Source: an optimization exercise on an open RTL-to-GDS flow (aim: small area, a short achievable clock period and few clock cycles). Production flows keep margins and buffers that such runs may drop.
Function was checked by simulation only, so behaviour that the tests miss may differ from the original.
Power figures rest on the tool's default switching activity, not on a simulated workload.

## oak
Design orc_rle2_dec, start of the top module:
module orc_rle2_dec (
    input  wire        clk,
    input  wire        rst,          
    input  wire        cfg_signed,   
    input  wire        in_valid,
    input  wire [7:0]  in_data,
    output wire        in_ready,
    output wire        out_valid,
    output wire [63:0] out_data,
    output wire        out_last,     
    input  wire        out_ready,
    output wire        err           
);
    localparam [1:0] TAG_SR     = 2'd0;
    localparam [1:0] TAG_DIRECT = 2'd1;
    localparam [1:0] TAG_PB     = 2'd2;
    localparam [1:0] TAG_DELTA  = 2'd3;
    localparam [2:0] A_HDR0 = 3'd0;   
    localparam [2:0] A_HDR1 = 3'd1;   
    localparam [2:0] A_SRV  = 3'd2;   
    localparam [2:0] A_VAR  = 3'd3;   
    localparam [2:0] A_DATA = 3'd4;   
    localparam [2:0] A_ERR  = 3'd5;   
    function [6:0] width_of;
        input [4:0] code;
        begin
            if (code < 5'd24)
                width_of = {2'b00, code} + 7'd1;
  ...
Size: roughly 280 flip-flops.
Settings: LEC_CHECK=0, ABC_CLOCK_PERIOD_IN_PS=3000, CAP_MARGIN=20, CORE_MARGIN=2, CORE_UTILIZATION=60, SLEW_MARGIN=20, SYNTH_HIERARCHICAL=1, SYNTH_MINIMUM_KEEP_SIZE=0, TNS_END_PERCENT=0; clock period 10.0 ns.
standard.sh (not shown) runs the stock make flow with config.mk's settings and CLKGATE_MAP_FILE= SYNTH_SCRIPT=/design/flow/synth_recipe.tcl, a recipe that flattens the netlist after the stock synthesis.
==> flow/flow/run.sh <==
#!/bin/bash
# The standard ORFS layout (the standard.sh, standard synthesis unchanged)
# with two changes to how the layout is made, none to the constraints:
#  * the resizer's setup repair aims for 7 ns of setup slack (SETUP_SLACK_MARGIN)
#    on the worst path only (TNS_END_PERCENT 0 in config.mk);
#  * the port buffers that every input and output gets are buf_4 cells.
# make's full output goes to make.log here; each ORFS step keeps its own log
# under orfs/logs/.
set -euo pipefail
bash standard.sh SETUP_SLACK_MARGIN=7 "BUFFER_PORTS_ARGS=-buffer_cell sky130_fd_sc_hd__buf_4" finish > make.log 2>&1
Testbench counts of oak, summed over its fixed seeds: cycles 46,386.
What pine does differently from oak at the input level:
--- a/flow/config.mk
+++ b/flow/config.mk
@@ -13,3 +13,3 @@
 export SYNTH_HIERARCHICAL = 1
 export SYNTH_MINIMUM_KEEP_SIZE = 0
-export TNS_END_PERCENT = 0
+export TNS_END_PERCENT = 5
pine reached the final stage; the timing, design-rule and antenna checks on its layout passed. Diff oak -> pine: non-clock buffer count up 30%; routed wire length up 1.2 mm; worst setup margin up 0.033 ns. Between pine and oak, the share of the final layout cell area in multi-input gates figures differ only marginally. Comparing pine against oak, there is no change at all in clock buffer count in the final layout. Total length of routed met2 wires (pine over oak): increase, about 1.2%. Looking at total power draw, pine sits 1.6% above oak. Lower clock network fraction of total power was reported by pine, not oak. Fmax in pine vs oak: up 0.99%. Looking at layout overhead on the synthesized area, pine sits 3.5 points above oak.
Input-level comparison between birch and pine:
--- a/flow/config.mk
+++ b/flow/config.mk
@@ -9,7 +9,7 @@
 export CAP_MARGIN = 20
 export CORE_MARGIN = 2
-export CORE_UTILIZATION = 60
+export CORE_UTILIZATION = 70
 export SLEW_MARGIN = 20
 export SYNTH_HIERARCHICAL = 1
 export SYNTH_MINIMUM_KEEP_SIZE = 0
-export TNS_END_PERCENT = 5
+export TNS_END_PERCENT = 0
Notes after the runs:
In the reports for pine and birch, the smaller clock group share of total power belongs to pine.
Compared with pine, in birch number of flip-flops and latches closely matched the old numbers, global-route wire length before repair rose 1.1%.
The worst hold-check slack was comparable across pine and birch.
In summary, birch completed successfully, with a layout that passed the timing, design-rule and antenna checks.
Relative to pine, global routing met3 resource utilization has increased by 1.7 points in birch.
Relative to pine, switching fraction of total power decreased by 0.66 points in birch.
When birch is measured against pine, its setup fix buffers added after clock tree synthesis turns out 12 lower.
Diff pine -> birch | power share of the combinational group | decrease of 0.6 points
Changes in maple relative to birch:
==> flow/flow/run.sh <==
#!/bin/bash
# The standard ORFS layout (the standard.sh, standard synthesis unchanged)
# with two changes to how the layout is made, none to the constraints:
#  * the resizer's setup repair aims for 6.8 ns of setup slack (SETUP_SLACK_MARGIN)
#    on the worst path only (TNS_END_PERCENT 0 in config.mk);
#  * the port buffers that every input and output gets are buf_4 cells.
# make's full output goes to make.log here; each ORFS step keeps its own log
# under orfs/logs/.
set -euo pipefail
bash standard.sh SETUP_SLACK_MARGIN=6.8 "BUFFER_PORTS_ARGS=-buffer_cell sky130_fd_sc_hd__buf_4" finish > make.log 2>&1
--- a/flow/config.mk
+++ b/flow/config.mk
@@ -9,5 +9,5 @@
 export CAP_MARGIN = 20
 export CORE_MARGIN = 2
-export CORE_UTILIZATION = 70
+export CORE_UTILIZATION = 60
 export SLEW_MARGIN = 20
 export SYNTH_HIERARCHICAL = 1
## What came out
- In the flow results for birch and maple, the initial antenna violation count is larger on maple.
- Taking maple over birch, the worst supply voltage drop on vdd ratio works out to 0.840.
- Against birch, ratio of routed vias to standard cells in maple fell by a little under 10%.
- maple: combinational power is about 3% lower than what birch reported.
- In maple, the count of H-tree levels built during CTS came out 1 above the value in birch.
- The launching instance or port of the critical path comes out xd[13] in one run and xd[12] in the other, namely in maple and birch respectively.
- Per the comparison of maple with birch, number of rows in the core area now sits higher; via count of the first global-routing pass now sits lower; final critical-path setup slack now sits lower; effective utilization at floorplan now sits lower; total length of routed wires now sits lower.
- Re global-route usage: maple is 6.2 points down on birch.

[re-timing with driven ports]
How much do the figures lean on ideal ports? The routed layouts below were timed once more, with nothing changed but the port constraints. Step 1 (the two cells are an assumption about what drives the block):
set clk [get_ports {clk}]
set_driving_cell -lib_cell sky130_fd_sc_hd__clkbuf_16 $clk
set_driving_cell -lib_cell sky130_fd_sc_hd__buf_2 [delete_from_list [all_inputs] $clk]
Step 2 also shifts input and output timing later by t, the mid clock arrival at the registers, as if the neighbouring blocks saw the same clock. a / b / c = ideal ports / drivers / drivers and shift; a / b = the first two.
run	shift t [ns]	slack for setup (ns)	hold slack, ns
oak	0.623	6.589 / 6.619 / 5.997	0.475 / 0.475 / 0.475
pine	0.623	6.622 / 6.622 / 6.125	0.479 / 0.479 / 0.479
birch	0.639	6.549 / 6.528 / 5.998	0.478 / 0.478 / 0.478
maple	0.621	6.479 / 6.479 / 5.928	0.476 / 0.476 / 0.476
After both steps setup and hold are still met in every run listed. For oak, which loses most, drivers alone change the setup slack by +0.030 ns; drivers and shift together by -0.592 ns.
